Source: an optimization exercise on an open RTL-to-GDS flow (aim: small area, a short achievable clock period and few clock cycles). Production flows keep margins and buffers that such runs may drop. Only simulation tests tie the RTL to the original design; equivalence was not proved. No activity file was given, so power comes from the tool's default toggle rates.

willow:
// unthbuf_unit
module unthbuf_unit (
    input  wire        clk,
    input  wire        rst,         
    input  wire        cmd_valid,
    input  wire [7:0]  cmd_op,
    input  wire [63:0] cmd_a,
    input  wire [63:0] cmd_b,
    output reg         rsp_valid,
    output wire [7:0]  rsp_status,
    output wire [63:0] rsp_d0,
    output wire [63:0] rsp_d1
);
Size in the first run: roughly 4100 cells after synthesis, about 280 I/O pins.
==> flow/config.mk <==
export PLATFORM = sky130hd
export DESIGN_NAME = unthbuf_unit
export DESIGN_NICKNAME = unthbuf_unit
export VERILOG_FILES = /design/flow/design.v
export SDC_FILE = /design/flow/constraint.sdc
export NUM_CORES = 4
export LEC_CHECK = 0
export CAP_MARGIN = 20
export CORE_MARGIN = 2
export CORE_UTILIZATION = 52
export CTS_CLUSTER_DIAMETER = 100
export CTS_CLUSTER_SIZE = 30
export PLACE_DENSITY = 0.75
export SLEW_MARGIN = 20
export SYNTH_HIERARCHICAL = 1
export TNS_END_PERCENT = 20
==> flow/constraint.sdc <==
create_clock -name core_clock -period 100.0 [get_ports {clk}]
set_input_delay 20.0000 -clock core_clock [delete_from_list [all_inputs] [get_ports {clk}]]
set_output_delay 20.0000 -clock core_clock [all_outputs]
set_load 0.01 [all_outputs]
standard.sh (not shown) runs the stock make flow with config.mk's settings and CLKGATE_MAP_FILE= SYNTH_SCRIPT=/design/flow/synth_recipe.tcl, a recipe that flattens the netlist after the stock synthesis.
==> flow/flow/run.sh <==
#!/bin/bash
# The standard layout (standard.sh: ORFS synthesis to finish), with these
# changes:
#  * the ports are buffered with sky130_fd_sc_hd__buf_1 instead of the
#    buffer buffer_ports picks on its own (every port still gets a buffer);
#  * ORFS's repair_timing steps aim for more setup slack than the clock
#    period needs, so that they size up the gates of the worst paths; after
#    placement they only resize and swap pins (no buffering or cloning).
# The clock, the SDC and everything else are the standard flow's.
set -euo pipefail
export BUFFER_PORTS_ARGS="-buffer_cell sky130_fd_sc_hd__buf_1"
SETUP_SLACK_MARGIN=76 bash standard.sh synth floorplan > standard_flow_floorplan.log 2>&1
SETUP_SLACK_MARGIN=75 SETUP_MOVE_SEQUENCE="unbuffer,sizeup,swap" bash standard.sh > standard_flow.log 2>&1
No stage failed in willow, and the final checks on the layout all came back clean.
Testbench counts of willow, summed over its fixed seeds: cycles 12,000.
The inputs of violet differ from those of willow as listed below.
==> flow/flow/run.sh <==
#!/bin/bash
# The standard layout (standard.sh: ORFS synthesis to finish), with two
# changes:
#  * the ports are buffered with sky130_fd_sc_hd__buf_1 instead of the
#    buffer buffer_ports picks on its own (every port still gets a buffer);
#  * the floorplan step's gate sizing (ORFS's repair_timing after
#    synthesis) aims for more setup slack than the clock period needs, so
#    that it sizes the gates of the worst paths up.
# The clock, the SDC and everything else are the standard flow's.
set -euo pipefail
export BUFFER_PORTS_ARGS="-buffer_cell sky130_fd_sc_hd__buf_1"
SETUP_SLACK_MARGIN=76 bash standard.sh synth floorplan > standard_flow_floorplan.log 2>&1
bash standard.sh > standard_flow.log 2>&1
diff --git a/flow/config.mk b/flow/config.mk
--- a/flow/config.mk
+++ b/flow/config.mk
@@ -9,8 +9,6 @@
 export CORE_MARGIN = 2
-export CORE_UTILIZATION = 52
-export CTS_CLUSTER_DIAMETER = 100
-export CTS_CLUSTER_SIZE = 30
-export PLACE_DENSITY = 0.75
+export CORE_UTILIZATION = 30
+export CTS_BUF_LIST = sky130_fd_sc_hd__clkbuf_4 sky130_fd_sc_hd__clkbuf_8
+export PLACE_DENSITY = 0.45
 export SLEW_MARGIN = 20
 export SYNTH_HIERARCHICAL = 1
-export TNS_END_PERCENT = 20
--- outcome ---
Routed length per instance ended up 0.51 microns lower on violet than on willow.
What willow reported for overall power consumption has to be multiplied by 1.09 to get the figure for violet.
violet against willow: die area went up by 72%; maximum achievable frequency now smaller.
The fraction of layout cells with a size suffix above 1 number comes out lower for willow vs violet.
Layout buffer count excluding clock buffers for violet: 5 up relative to willow
Comparing the two runs side by side, violet comes out ahead of willow on maximum resistive drop on vdd.
Relative to violet, the following input files were edited for xenon:
==> flow/flow/run.sh <==
#!/bin/bash
# The standard layout (standard.sh: ORFS synthesis to finish), with these
# changes:
#  * the ports are buffered with sky130_fd_sc_hd__buf_1 instead of the
#    buffer buffer_ports picks on its own (every port still gets a buffer);
#  * ORFS's repair_timing steps aim for more setup slack than the clock
#    period needs, so that they size up the gates of the worst paths; after
#    placement they only resize and swap pins (no buffering or cloning).
# The clock, the SDC and everything else are the standard flow's.
set -euo pipefail
export BUFFER_PORTS_ARGS="-buffer_cell sky130_fd_sc_hd__buf_1"
SETUP_SLACK_MARGIN=76 bash standard.sh synth floorplan > standard_flow_floorplan.log 2>&1
SETUP_SLACK_MARGIN=75 SETUP_MOVE_SEQUENCE="unbuffer,sizeup,swap" bash standard.sh > standard_flow.log 2>&1
diff --git a/flow/config.mk b/flow/config.mk
--- a/flow/config.mk
+++ b/flow/config.mk
@@ -9,6 +9,8 @@
 export CORE_MARGIN = 2
-export CORE_UTILIZATION = 30
-export CTS_BUF_LIST = sky130_fd_sc_hd__clkbuf_4 sky130_fd_sc_hd__clkbuf_8
-export PLACE_DENSITY = 0.45
+export CORE_UTILIZATION = 52
+export CTS_CLUSTER_DIAMETER = 60
+export CTS_CLUSTER_SIZE = 24
+export PLACE_DENSITY = 0.75
 export SLEW_MARGIN = 20
 export SYNTH_HIERARCHICAL = 1
+export TNS_END_PERCENT = 20
Results
In the final design statistics, xenon uses fewer standard cells in total than violet.
[xenon] initial standard-cell utilization of the core rose 22 points relative to violet
xenon: die area lower than violet
xenon vs. violet: worst hold slack level; die span in x moved down; clock period minus worst slack moved down; total met2 wirelength after detailed routing moved down; post-synthesis cell area level.
Between violet and xenon, the flow reports sequential power decreasing slightly.
Number of cell rows of xenon falls short of that of violet by more than 10%.
For ember, these inputs were changed with respect to xenon:
==> flow/flow/run.sh <==
#!/bin/bash
# The standard layout (standard.sh: ORFS synthesis to finish), with two
# changes:
#  * the ports are buffered with sky130_fd_sc_hd__buf_1 instead of the
#    buffer buffer_ports picks on its own (every port still gets a buffer);
#  * the floorplan step's gate sizing (ORFS's repair_timing after
#    synthesis) aims for more setup slack than the clock period needs, so
#    that it sizes the gates of the worst paths up.
# The clock, the SDC and everything else are the standard flow's.
set -euo pipefail
export BUFFER_PORTS_ARGS="-buffer_cell sky130_fd_sc_hd__buf_1"
SETUP_SLACK_MARGIN=76 bash standard.sh synth floorplan > standard_flow_floorplan.log 2>&1
bash standard.sh > standard_flow.log 2>&1
diff --git a/flow/config.mk b/flow/config.mk
--- a/flow/config.mk
+++ b/flow/config.mk
@@ -9,8 +9,5 @@
 export CORE_MARGIN = 2
-export CORE_UTILIZATION = 52
-export CTS_CLUSTER_DIAMETER = 60
-export CTS_CLUSTER_SIZE = 24
-export PLACE_DENSITY = 0.75
+export CORE_UTILIZATION = 40
+export PLACE_DENSITY = 0.6
 export SLEW_MARGIN = 20
 export SYNTH_HIERARCHICAL = 1
-export TNS_END_PERCENT = 20
Results
ember vs xenon, end point of the critical path: rsp_d0[4] vs rsp_d0[8]
When the final numbers for xenon and ember were put side by side, the ratio of routed vias to standard cells turned out to be smaller in ember.
Comparing xenon against ember, there is no change at all in simple-gate portion of the synthesized area.
ember vs xenon — total power rose 57 uW.
Die size: ember exceeds xenon

re-timing with driven ports:
The results above use ideal ports. As a check the final layouts listed here were re-extracted and re-timed, cells and wires unchanged. Step 1, drivers: a clkbuf_16 drives clk and a buf_2 each remaining input, both assumed. Step 2 moves the port delays by t, midway between the first and last clock arrival at a register: inputs arrive t later, outputs are due t later. That takes back most of the time a late clock gives input paths. Three values: no drivers, after step 1, after step 2; two values: the first two.
run | t, ns | setup slack, ns | pins driven straight from the clock port
willow | 0.724 | 74.749 / 74.678 / 74.289 | 1
violet | 0.885 | 73.711 / 73.631 / 73.688 | 1
xenon | 0.716 | 74.906 / 74.832 / 74.316 | 1
ember | 0.728 | 74.057 / 73.978 / 73.898 | 1
After both steps setup and hold are still met in every run listed. For xenon, which loses most, drivers alone change the setup slack by -0.074 ns; drivers and shift together by -0.590 ns.
